From an optimization exercise on the open Yosys and OpenROAD flow, aimed at small area, a short achievable clock period and few clock cycles; shortcuts taken in it are not production practice.
Only simulation tests tie the RTL to the original design; equivalence was not proved.
Power figures rest on the tool's default switching activity, not on a simulated workload.

File: flow/design.v
module l2w_crypt (
    input  wire        clk,
    input  wire        rst,       
    input  wire        req,       
    input  wire        we,        
    input  wire        wide,      
    input  wire [12:0] addr,      
    input  wire [31:0] wdata,
    output reg  [31:0] rdata,
    output reg         err,
    output wire        irq
);
    localparam integer NCORE = 8;             
    localparam integer NW    = 2 * NCORE;     
    localparam [31:0] DELTA     = 32'h9E37_79B9;
    localparam [31:0] NDELTA    = 32'h61C8_8647;   
    localparam [31:0] DEC_SUM0  = 32'hC6EF_3720;   
    localparam [127:0] FALLBACK = 128'h4473_7003_2E8A_1913_D308_A385_886A_3F24;
    localparam [3:0] R_OK = 4'd0, R_RANGE = 4'd1, R_VALID = 4'd2, R_BADCMD = 4'd3,
                     R_NOSESS = 4'd4, R_ACTIVE = 4'd5, R_KEYLEN = 4'd6;
    localparam [3:0] S_IDLE = 4'd0,  S_CHECK = 4'd1,  S_KEY = 4'd2,  S_CKF = 4'd3,
                     S_CKE  = 4'd4,  S_XSH   = 4'd5,  S_XCP = 4'd6,  S_OER = 4'd7,
                     S_OEL  = 4'd8,  S_OTL   = 4'd9,  S_ODT = 4'd10, S_ODR = 4'd11,
                     S_ODL  = 4'd12, S_MPRE  = 4'd13, S_ME  = 4'd14, S_MO  = 4'd15;
    reg         ie;
    reg         busy, done, ck_ok, haz;
    reg  [3:0]  result;
    reg  [31:0] cmd, offset, size, obf_key;
    reg  [1:0]  valid;
    reg  [127:0] key0, key1;
    reg  [2047:0] ram;            
    reg  [3:0]  state;
    reg  [7:0]  e_ra, e_wa;       
    reg  [7:0]  e_ra_d;           
    reg  [6:0]  cnt;              
    reg  [6:0]  xs;               
    reg  [5:0]  xc;               
    reg  [1:0]  mph;              
    reg  [31:0] acc, ra_w, rb_w, rt_w;
    reg         dec;              
    reg         xcp;              
    reg  [31:0] kx;               
    reg  [31:0] ks_sum;
    reg         ks_par;
    wire is_reg = (addr < 13'h01C);
    wire is_ram = (addr[12:8] == 5'h10);
    wire bad    = is_reg ? (!wide || addr[1:0] != 2'b00)
                : is_ram ? (wide && addr[1:0] != 2'b00)
                : 1'b1;
    wire acc_ok = req && !bad;
    reg [31:0] reg_rd;
    always @(*) begin
        case (addr[4:2])
            3'd0: reg_rd = {31'b0, ie};
            3'd1: reg_rd = {24'b0, result, haz, ck_ok, done, busy};
            3'd2: reg_rd = cmd;
            3'd3: reg_rd = offset;
            3'd4: reg_rd = size;
            3'd5: reg_rd = obf_key;
            default: reg_rd = {30'b0, valid};
        endcase
    end
    wire [5:0] e_q0 = e_ra_d[7:2];
    wire [5:0] e_q1 = e_ra_d[7:2] + 6'd1;
    reg  [7:0] rs1 [0:3][0:3];    
    reg  [1:0] rq2 [0:3];         
    reg  [1:0] rr2;               
    genvar gp, gc;
    generate
        for (gp = 0; gp < 4; gp = gp + 1) begin : g_rl
            wire [5:0] q = busy ? ((gp < e_ra_d[1:0]) ? e_q1 : e_q0) : addr[7:2];
            for (gc = 0; gc < 4; gc = gc + 1) begin : g_rq
                wire [3:0] qi = q[3:0];
                always @(posedge clk)
                    rs1[gp][gc] <= ram[32*(16*gc + qi) + 8*gp +: 8];
            end
            always @(posedge clk) rq2[gp] <= q[5:4];
        end
    endgenerate
    always @(posedge clk) rr2 <= busy ? e_ra_d[1:0] : addr[1:0];
    wire [31:0] pw = {rs1[3][rq2[3]], rs1[2][rq2[2]], rs1[1][rq2[1]], rs1[0][rq2[0]]};
    reg  [31:0] rw;               
    always @(*) begin
        case (rr2)
            2'd0: rw = pw;
            2'd1: rw = {pw[7:0],   pw[31:8]};
            2'd2: rw = {pw[15:0],  pw[31:16]};
            default: rw = {pw[23:0], pw[31:24]};
        endcase
    end
    reg  [31:0] rd_reg;
    reg  [31:0] rd_mask;
    always @(posedge clk) begin
        if (rst) begin
            err     <= 1'b0;
            rd_reg  <= 32'b0;
            rd_mask <= 32'b0;
        end else begin
            err <= req && bad;
            if (acc_ok && !we) begin
                rd_reg  <= is_reg ? reg_rd : 32'b0;
                rd_mask <= is_reg ? 32'b0 : (wide ? 32'hFFFF_FFFF : 32'h0000_00FF);
            end
        end
    end
    always @(*) rdata = rd_reg | (rw & rd_mask);
    assign irq = done & ie;
    wire [3:0] op   = cmd[3:0];
    wire [3:0] slot = cmd[11:8];
    wire well_formed = (cmd[31:12] == 20'b0) && (cmd[7:4] == 4'b0) &&
                       (op >= 4'd1) && (op <= 4'd10) &&
                       ((op <= 4'd5) ? (slot < 4'd2) : (slot == 4'd0));
    wire uses_win  = (op == 4'd1) || (op >= 4'd4);
    wire [32:0] win_end = {1'b0, offset} + {1'b0, size};
    wire range_bad = (win_end > 33'd256);
    wire        s     = cmd[8];
    wire        s_val = s ? valid[1] : valid[0];
    wire [127:0] skey = s ? key1 : key0;
    wire [7:0]  off8  = offset[7:0];
    wire [8:0]  sz    = size[8:0];
    wire [8:0]  nobf9 = (sz - 9'd9) >> 2;    
    wire [5:0]  nobf  = nobf9[5:0];
    wire [5:0]  nblk  = sz[8:3];             
    wire [6:0]  nwrd  = {nblk, 1'b0};        
    wire [6:0]  xc0_w = ((nwrd - 7'd1) & (NW - 1)) + 7'd1;
    wire [5:0]  xc0   = xc0_w[5:0];          
    reg  [3:0] chk_code;
    always @(*) begin
        if (!well_formed)                                      chk_code = R_BADCMD;
        else if (uses_win && range_bad)                        chk_code = R_RANGE;
        else if ((op == 4'd4 || op == 4'd5) && !s_val)         chk_code = R_NOSESS;
        else if ((op == 4'd1 || op == 4'd2) && s_val)          chk_code = R_ACTIVE;
        else if (op == 4'd1 && (size == 32'd0 || size > 32'd16)) chk_code = R_KEYLEN;
        else if ((op == 4'd6 || op == 4'd7) && (sz[1:0] != 2'b00 || sz <= 9'd4))
                                                               chk_code = R_VALID;
        else if ((op == 4'd8 || op == 4'd9) && sz < 9'd9)      chk_code = R_RANGE;
        else if (op == 4'd10 && sz != 9'd128)                  chk_code = R_VALID;
        else                                                   chk_code = R_OK;
    end
    reg         e_we;
    reg  [31:0] e_wd;
    wire [31:0] chain_out;
    wire [31:0] m_hi = ra_w ^ rb_w;
    reg  [31:0] m_hi_p, m_lo_p;
    always @(*) begin
        m_hi_p = m_hi;
        if (cnt == 7'd4) m_hi_p[31:8] = acc[23:0];      
        if (cnt == 7'd5) m_hi_p[7:0]  = acc[31:24];     
        m_lo_p = rb_w;
        if (cnt == 7'd1) m_lo_p = acc;                   
        if (cnt == 7'd4) m_lo_p[31:8] = rb_w[31:8] ^ rt_w[23:0];
        if (cnt == 7'd5) m_lo_p[7:0]  = rb_w[7:0] ^ rt_w[31:24];
    end
    wire [31:0] oe_acc = acc + ra_w;
    wire [31:0] od_w   = ra_w ^ acc;
    always @(*) begin
        e_we = 1'b0;
        e_wd = 32'b0;
        case (state)
            S_CKE:   begin e_we = (op == 4'd7); e_wd = acc; end
            S_OEL:   begin e_we = 1'b1; e_wd = ra_w ^ oe_acc; end
            S_OTL:   begin e_we = 1'b1; e_wd = acc; end
            S_ODL:   begin e_we = 1'b1; e_wd = od_w; end
            S_XSH:   begin e_we = (xs >= NW); e_wd = chain_out; end
            S_ME:    begin e_we = (cnt != 7'd0); e_wd = m_hi_p; end
            S_MO:    begin e_we = (cnt != 7'd0); e_wd = m_lo_p; end
            default: ;
        endcase
    end
    wire h_ram_we = acc_ok && we && is_ram && !busy;
    wire [1:0] e_wr  = e_wa[1:0];
    wire [5:0] e_wq  = e_wa[7:2];
    wire [5:0] e_wq1 = e_wa[7:2] + 6'd1;
    wire [7:0] wl_d  [0:3];
    wire [5:0] wl_q  [0:3];
    wire       wl_en [0:3];
    generate
        for (gp = 0; gp < 4; gp = gp + 1) begin : g_wl
            wire [1:0] lg = gp - e_wr;     
            assign wl_d[gp]  = busy ? e_wd[8*lg +: 8]
                             : (wide ? wdata[8*gp +: 8] : wdata[7:0]);
            assign wl_q[gp]  = busy ? ((gp < e_wr) ? e_wq1 : e_wq) : addr[7:2];
            assign wl_en[gp] = busy ? e_we
                             : (h_ram_we && (wide || addr[1:0] == gp));
        end
    endgenerate
    genvar gw, gl;
    generate
        for (gw = 0; gw < 64; gw = gw + 1) begin : g_word
            for (gl = 0; gl < 4; gl = gl + 1) begin : g_lane
                always @(posedge clk)
                    if (wl_en[gl] && wl_q[gl] == gw)
                        ram[32*gw + 8*gl +: 8] <= wl_d[gl];
            end
        end
    endgenerate
    reg  [31:0] cx [0:NCORE-1];
    reg  [31:0] cy [0:NCORE-1];
    assign chain_out = cx[0];
    genvar gk;
    generate
        for (gk = 0; gk < NCORE; gk = gk + 1) begin : g_core
            wire [31:0] yy   = cy[gk];
            wire [31:0] mix  = ((yy << 4) ^ (yy >> 5)) + yy;
            wire [31:0] ynew = cx[gk] + (mix ^ kx) + {31'b0, dec};
            wire [31:0] nxt;
            if (gk == NCORE - 1) begin : g_tail
                assign nxt = rw;
            end else begin : g_mid
                assign nxt = cx[gk + 1];
            end
            always @(posedge clk) begin
                cx[gk] <= cy[gk];
                cy[gk] <= xcp ? ynew : nxt;
            end
        end
    endgenerate
    wire        xsh_go = (state == S_XSH) && (xc == 6'd1) && (xs + 7'd1 <= nwrd);
    wire        ks_run = xsh_go || (xcp && cnt != 7'd63);
    wire [1:0]  f_idx  = (dec ^ ks_par) ? ks_sum[12:11] : ks_sum[1:0];
    wire [31:0] f_k    = ks_sum + skey[32*f_idx +: 32];
    always @(posedge clk) begin
        kx <= dec ? ~f_k : f_k;
        if (ks_run) begin
            ks_par <= !ks_par;
            if (!ks_par) ks_sum <= ks_sum + (dec ? NDELTA : DELTA);
        end else begin
            ks_par <= 1'b0;
            ks_sum <= dec ? DEC_SUM0 : 32'd0;
        end
    end
    task finish(input [3:0] code, input ok_flag);
        begin
            busy   <= 1'b0;
            done   <= 1'b1;
            result <= code;
            ck_ok  <= ok_flag;
            state  <= S_IDLE;
        end
    endtask
    wire [31:0] key_mask;
    genvar gb;
    generate
        for (gb = 0; gb < 4; gb = gb + 1) begin : g_km
            wire [6:0] bi = {cnt[4:0], 2'b00} + gb;
            assign key_mask[8*gb +: 8] = ({2'b00, bi} < sz) ? 8'hFF : 8'h00;
        end
    endgenerate
    always @(*) begin
        e_ra_d = e_ra;
        case (state)
            S_CHECK:
                case (op)
                    4'd1, 4'd6, 4'd7: e_ra_d = off8;
                    4'd4:             e_ra_d = off8;
                    4'd5:             e_ra_d = off8 + 8'd4;
                    4'd8:             e_ra_d = off8 + 8'd4;
                    4'd9:             e_ra_d = off8 + sz[7:0] - 8'd4;
                    default:          e_ra_d = off8 + 8'd13;
                endcase
            S_KEY, S_CKF, S_OER, S_OEL: e_ra_d = e_ra + 8'd4;
            S_ODT:            e_ra_d = e_wa;
            S_ODR, S_ODL:     e_ra_d = e_ra - 8'd4;
            S_XSH:            e_ra_d = (dec && !xs[0]) ? e_ra - 8'd4
                                     : (dec ? e_ra + 8'd12 : e_ra + 8'd4);
            S_MPRE:
                case (mph)
                    2'd0:    e_ra_d = off8 + 8'd77;
                    2'd1:    e_ra_d = off8 + 8'd52;
                    default: e_ra_d = off8;
                endcase
            S_ME:             e_ra_d = e_ra + 8'd64;
            S_MO:             e_ra_d = e_ra - 8'd60;
            default: ;
        endcase
    end
    always @(posedge clk) begin
        e_ra <= e_ra_d;
        xcp  <= 1'b0;
        if (rst) begin
            ie <= 1'b0; busy <= 1'b0; done <= 1'b0; ck_ok <= 1'b0; haz <= 1'b0;
            result <= 4'd0; cmd <= 32'b0; offset <= 32'b0; size <= 32'b0;
            obf_key <= 32'b0; valid <= 2'b00; state <= S_IDLE;
        end else begin
            if (acc_ok) begin
                if (is_reg && we) begin
                    case (addr[4:2])
                        3'd0: ie <= wdata[0];
                        3'd1: begin
                            if (wdata[1]) done <= 1'b0;
                            if (wdata[3]) haz  <= 1'b0;
                        end
                        3'd2: if (busy) haz <= 1'b1;
                              else begin
                                  cmd <= wdata; busy <= 1'b1; done <= 1'b0;
                                  ck_ok <= 1'b0; result <= 4'd0; state <= S_CHECK;
                              end
                        3'd3: if (busy) haz <= 1'b1; else offset  <= wdata;
                        3'd4: if (busy) haz <= 1'b1; else size    <= wdata;
                        3'd5: if (busy) haz <= 1'b1; else obf_key <= wdata;
                        default: ;
                    endcase
                end else if (is_ram && busy) begin
                    haz <= 1'b1;
                end
            end
            case (state)
            S_CHECK: begin
                cnt <= 7'd0;
                dec <= (op == 4'd5);
                if (chk_code != R_OK) finish(chk_code, 1'b0);
                else case (op)
                4'd1: state <= S_KEY;
                4'd2: begin
                          if (s) begin key1 <= FALLBACK; valid[1] <= 1'b1; end
                          else   begin key0 <= FALLBACK; valid[0] <= 1'b1; end
                          finish(R_OK, 1'b0);
                      end
                4'd3: begin
                          if (s) valid[1] <= 1'b0; else valid[0] <= 1'b0;
                          finish(R_OK, 1'b0);
                      end
                4'd4, 4'd5:
                      if (nblk == 6'd0) finish(R_OK, 1'b0);
                      else begin
                          xs <= 7'd0;
                          xc <= xc0;
                          e_wa <= (op == 4'd5) ? off8 + 8'd4 : off8;
                          state <= S_XSH;
                      end
                4'd6, 4'd7: begin
                          acc <= 32'b0; cnt <= sz[8:2] - 7'd1;
                          state <= S_CKF;
                      end
                4'd8: begin
                          acc <= obf_key; cnt <= {1'b0, nobf};
                          if (nobf == 6'd0) begin e_wa <= off8 + sz[7:0] - 8'd4; state <= S_OTL; end
                          else begin e_wa <= off8 + 8'd4; state <= S_OER; end
                      end
                4'd9: begin
                          cnt <= {1'b0, nobf};
                          e_wa <= off8 + {nobf, 2'b00};
                          state <= S_ODT;
                      end
                default: begin  
                          mph <= 2'd0; state <= S_MPRE;
                      end
                endcase
            end
            S_KEY: begin
                if (s) key1[32*cnt[1:0] +: 32] <= rw & key_mask;
                else   key0[32*cnt[1:0] +: 32] <= rw & key_mask;
                cnt <= cnt + 7'd1;
                if (cnt[1:0] == 2'd3) begin
                    if (s) valid[1] <= 1'b1; else valid[0] <= 1'b1;
                    finish(R_OK, 1'b0);
                end
            end
            S_CKF: begin
                acc <= acc ^ rw;
                cnt <= cnt - 7'd1;
                if (cnt == 7'd1) begin e_wa <= e_ra + 8'd4; state <= S_CKE; end
            end
            S_CKE: begin
                finish(R_OK, (op == 4'd6) && (acc == rw));
            end
            S_OER: begin
                ra_w <= rw; state <= S_OEL;
            end
            S_OEL: begin
                acc <= oe_acc;
                ra_w <= rw; e_wa <= e_wa + 8'd4;
                cnt <= cnt - 7'd1;
                if (cnt == 7'd1) begin e_wa <= off8 + sz[7:0] - 8'd4; state <= S_OTL; end
            end
            S_OTL: finish(R_OK, 1'b0);
            S_ODT: begin
                acc <= rw;
                if (cnt == 7'd0) finish(R_OK, 1'b0);
                else state <= S_ODR;
            end
            S_ODR: begin
                ra_w <= rw; state <= S_ODL;
            end
            S_ODL: begin
                acc <= acc - od_w;
                ra_w <= rw; e_wa <= e_wa - 8'd4;
                cnt <= cnt - 7'd1;
                if (cnt == 7'd1) finish(R_OK, 1'b0);
            end
            S_XSH: begin
                xs <= xs + 7'd1;
                xc <= xc - 6'd1;
                if (xs >= NW) begin
                    if (dec) e_wa <= xs[0] ? e_wa + 8'd12 : e_wa - 8'd4;
                    else     e_wa <= e_wa + 8'd4;
                end
                if (xc == 6'd1) begin
                    if (xs + 7'd1 <= nwrd) begin cnt <= 7'd0; xcp <= 1'b1; state <= S_XCP; end
                    else finish(R_OK, 1'b0);
                end
            end
            S_XCP: begin
                cnt <= cnt + 7'd1;
                if (cnt == 7'd63) begin xc <= NW; state <= S_XSH; end
                else xcp <= 1'b1;
            end
            S_MPRE: begin
                mph <= mph + 2'd1;
                case (mph)
                    2'd0: rt_w <= rw;
                    2'd1: acc <= rt_w ^ rw;
                    default: begin
                        rt_w <= rw; e_wa <= off8 + 8'd60;
                        cnt <= 7'd0; state <= S_ME;
                    end
                endcase
            end
            S_ME: begin
                ra_w <= rw;
                e_wa <= e_wa - 8'd64;                      
                state <= S_MO;
            end
            S_MO: begin
                rb_w <= rw;
                if (cnt == 7'd1) acc <= rb_w;              
                e_wa <= e_wa + 8'd68;                      
                cnt <= cnt + 7'd1;
                if (cnt == 7'd16) finish(R_OK, 1'b0);
                else state <= S_ME;
            end
            default: ;
            endcase
        end
    end
endmodule
File: flow/run.sh
#!/bin/bash
# synth_recipe.tcl (not shown) runs the flow's synth.tcl, then flattens the netlist and writes it again
# the make line also repeats each setting of config.mk as NAME=value (left out here)
make -C /OpenROAD-flow-scripts/flow DESIGN_CONFIG=/design/flow/config.mk WORK_HOME=/design/flow/orfs CLKGATE_MAP_FILE= SYNTH_SCRIPT=/design/flow/synth_recipe.tcl finish
File: flow/config.mk
export PLATFORM = sky130hd
export DESIGN_NAME = l2w_crypt
export DESIGN_NICKNAME = l2w_crypt
export VERILOG_FILES = /design/flow/design.v
export SDC_FILE = /design/flow/constraint.sdc
export NUM_CORES = 4
export LEC_CHECK = 0
export ABC_CLOCK_PERIOD_IN_PS = 4000
export CAP_MARGIN = 20
export CORE_MARGIN = 2
export CORE_UTILIZATION = 40
export SETUP_SLACK_MARGIN = 5
export SLEW_MARGIN = 20
File: flow/constraint.sdc
create_clock -name core_clock -period 10.0 [get_ports {clk}]
set_input_delay 2.0000 -clock core_clock [delete_from_list [all_inputs] [get_ports {clk}]]
set_output_delay 2.0000 -clock core_clock [all_outputs]
set_load 0.01 [all_outputs]
==> metrics.md <==
| Metric | Value |
|---|---|
| Status | `complete, no violations` |
| Worst-path clk slew | `60 ps` |
| Combinational power share | `54.0%` |
| Clock Latency Late Sink | `1020 ps` |
| Main flop type after synthesis | `edfxtp_1` |
| Number of global-route vias before repair | `113000` |
| Xor and xnor area share after synthesis | `6.76%` |
| Synth unique cells | `96` |
| Startpoint types | `register` |
| CTS Hold Bufs | `0` |
| Cells after synthesis | `14000` |
| Unrepaired setup endpoints after global routing | `true` |
| Sequential element share of the synthesized area | `54.0%` |
| Width of the chip | `658 µm` |
| Routed wire per std cell | `27.5 µm` |
| Post-synth top cells | `edfxtp_1, a21oi_1, nand2_1` |
| Max incr delay on CP | `580 ps` |
| Overall Power | `68.3 mW` |
| Post-Layout Cell Count | `20400` |
| Critical path arrival | `3570 ps` |
| CP bufs+invs | `2` |
| Internal power | `41.0 mW` |
| Hold Fails Final Rpt | `0` |
| Simple-Gate Fraction of Synth Area | `8.15%` |
| RR Endpoint | `cy[4][31]$_DFF_P_` |
| Rel. slew slack | `7.32%` |
| CTS Sinks | `3365` |
| I/O pin count | `84` |
| CTS tree | `yes` |
| Top post-synthesis cells by area | `edfxtp_1, dfxtp_1, mux4_2` |
| DRC viols | `0` |
| Biggest registers after layout | `ram (2048), cx (256), cy (256)` |
| Crit path from | `rq2[2][0]$_DFF_P_` |
| Max-slew violations | `0` |
| Worst reg-to-reg path cell count | `25` |
| Initial core utilization | `40.1%` |
| Leak Pwr | `72.3 nW` |
| Crit path max-delay family | `buffers and inverters` |
| Worst Setup EP | `rdata[12]` |
| DR pass1 iterations | `8` |
| Leading area contributor after synthesis | `edfxtp_1` |
| Biggest register | `ram` |
| Final Skew | `133 ps` |
| Vias | `120000` |
| Die area | `433000 µm²` |
| Share of layout cells above drive strength 1 | `21.1%` |
| Cell Chain, Critical Path | `mux4_2 -> mux2i_2 -> buf_4 -> a21oi_4 -> a21o_1 -> clkdlybuf4s50_1` |
| Total core area | `426000 µm²` |
| Initial antenna violation count | `27` |
| CP max FO | `8` |
| Sw power | `27.3 mW` |
| Die Span Y | `658 µm` |
| Nets | `15100` |
| Antenna viol nets, final | `0` |
| Largest register FFs | `2048` |
| Synth-to-layout area growth | `17.9%` |
| Wire length of the first global-routing pass | `801000 µm` |
| Post-Synth Adder-Cell Area | `5.30%` |
| Maximum clock rate | `179 MHz` |
| Sw frac | `40.0%` |
| Number of enable flip-flop cells after synthesis | `2495` |
| GRT overflow | `0` |
| Vias per cell | `5.88` |
| Compound-gate portion of the synthesized area | `12.2%` |
| Final worst path period need | `5570 ps` |
| Flop pwr share | `25.5%` |
| Largest net degree at the start of global routing | `162` |
| Instance count on the critical path | `6` |
| Syn Nets | `14700` |
| RePlAce Congestion | `0.959` |
| Ys async rst share | `0%` |
| Post-synthesis mux area share | `11.2%` |
| Syn avg cell area | `12.3 µm²` |
| Type of element capturing the critical path | `output pin` |
| Clock Tree Buf Depth | `4` |
| Synth warn | `5` |
| Initial DRC Count | `14400` |
| Flops & latches, synth | `3365` |
| Worst Path Required | `8000 ps` |
| Dpl hpwl | `368000 µm` |
| Worst Tran Pin Value | `1390 ps` |
| Largest family of logic cells by synthesized area | `compound AO/OA/AOI/OAI gates` |
| All-layer global routing usage | `24.9%` |
| Root buf cell | `clkbuf_16` |
| Setup Crit Path Kind | `reg2out` |
| Reg-to-reg slack, setup | `4820 ps` |
| CP max stage cell | `clkdlybuf4s50_1` |
| Setup TNS | `0 ps` |
| Max IR drop VDD | `272 µV` |
| Clk pwr share | `20.5%` |
| Fin crit share | `55.7%` |
| Cell row count | `240` |
| Max H-tree Level | `5` |
| Placed instance count | `19300` |
| Most common cell in the netlist | `edfxtp_1` |
| RR Startpoint | `cy[4][0]$_DFF_P_` |
| Setup violators final | `0` |
| MaxCap Viol Count | `0` |
| Mapped Area | `171000 µm²` |
| Power per cell area | `339 nW/µm²` |
| Post-synth top area share | `43.8%` |
| Buffers on Ports | `83` |
| CTS buffer count | `358` |
| HP Class | `reg2reg` |
| Final wirelength | `561000 µm` |
-- cells by family (layout without fill, tap and decap cells) --
logic type	after synthesis	in the layout
XOR/XNOR	1314	1314
buffers and inverters	1062	1792
other	0	9
flip-flops	3365	3365
multiplexers	1257	1257
AO/OA/AOI/OAI	3277	3282
adder cells (fa/ha/maj)	705	705
AND/OR/NAND/NOR	2974	2975
-- cell type report --
class                           instances  area, µm²
Clock inverter                        188       2240
Sequential cell                      3365      92600
Inverter                              366       1540
Multi-Input combinational cell       9533      80400
Fill cell                           37700     225000
Timing Repair inverter                  1       7.51
Clock buffer                          476      10100
Antenna cell                            9       22.5
Tap cell                             5687       7120
Timing Repair Buffer                  761       7560
-- placed cells by master (no fill, tap or decap), types with 93 or more instances in the layout --
cell type and instances:
nor3_1 167, a21o_1 349, nand2b_1 219, inv_1 330, nand2_1 857, mux2i_1 448
edfxtp_1 2495, nor2_4 164, a211oi_1 152, a21oi_1 1012, xnor2_1 799, ha_1 625
nand3_1 171, clkbuf_16 384, o21ai_0 528, mux2_2 285, buf_4 517, nor2b_1 191
nor2_1 578, dfxtp_1 779, o21a_1 93, xor2_1 503, mux4_2 488
-- repair_timing --
| action | in CTS | in global routing |
|---|---|---|
| setup endpoints to repair | 4811 | 4342 |
| hold endpoints to repair | 0 | 0 |
| resized for setup | 1084 | 578 |
| cloned | 23 | 7 |
| buffers inserted | 243 | 156 |
| pin swaps | 216 | 272 |
-- worst min-delay path by stage --
stage / end / from / depth (start not counted)
6_report: cx[2][0]$_DFF_P_ / cy[2][0]$_DFF_P_ / 0
5_1_grt: cx[5][0]$_DFF_P_ / cy[5][0]$_DFF_P_ / 0
4_1_cts: cx[5][0]$_DFF_P_ / cy[5][0]$_DFF_P_ / 0
3_5_place_dp: cx[5][0]$_DFF_P_ / cy[5][0]$_DFF_P_ / 0
3_3_place_gp: cx[7][0]$_DFF_P_ / cy[7][0]$_DFF_P_ / 0
2_1_floorplan: cx[0][28]$_DFF_P_ / cy[0][28]$_DFF_P_ / 0
-- per-layer routing --
metal / global-route usage, % / share of wire (%) / up-vias
li1: - / - / 53600
met1: 35.4 / 42 / 59300
met2: 36.9 / 43 / 5886
met4: 10.6 / 5.0 / 20
met5: 0 / 0.027 / -
met3: 5.26 / 9.9 / 1091
-- power groups by stage --
| stage | combinational [mW] | clock [mW] | sequential [mW] |
|---|---|---|---|
| floorplan | 25.5 | 0 | 16.9 |
| global placement | 31.8 | 0 | 17.6 |
| detailed placement | 31.9 | 0 | 17.6 |
| CTS | 34.1 | 14.2 | 17.3 |
| global route | 40.4 | 14.7 | 17.4 |
| finish | 36.9 | 14.0 | 17.4 |
-- metrics by stage --
step / worst slack (ps) / util, % / instance area [µm²] / hold WS [ps]
after floorplan: 2110 / - / 171000 / 366
after global placement: 2450 / 42.0 / 179000 / 383
after detailed placement: 2390 / 42.0 / 179000 / 382
after CTS: 4320 / 46.3 / 198000 / 367
after global routing: 4390 / 47.3 / 202000 / 388
final: 4430 / 47.3 / 202000 / 375
Testbench counts, summed over its fixed seeds: cycles 32,711.

## afterwards: timing with drivers on the ports
The results above use ideal ports. As a check the final layout listed here was re-extracted and re-timed, cells and wires unchanged.
Step 1, drivers: a clkbuf_16 drives clk and a buf_2 each remaining input, both assumed.
Step 2 moves the port delays by t, midway between the first and last clock arrival at a register: inputs arrive t later, outputs are due t later. That takes back most of the time a late clock gives input paths.
a / b / c = ideal ports / drivers / drivers and shift; a / b = the first two.
shift t [ns]: 1.067
setup WS [ns]: 4.425 / 4.315 / 4.031
worst register clock-pin slew, ns: 0.08 / 0.08
After both steps this run still meets setup and hold. For this run, drivers alone change the setup slack by -0.110 ns; drivers and shift together by -0.394 ns.
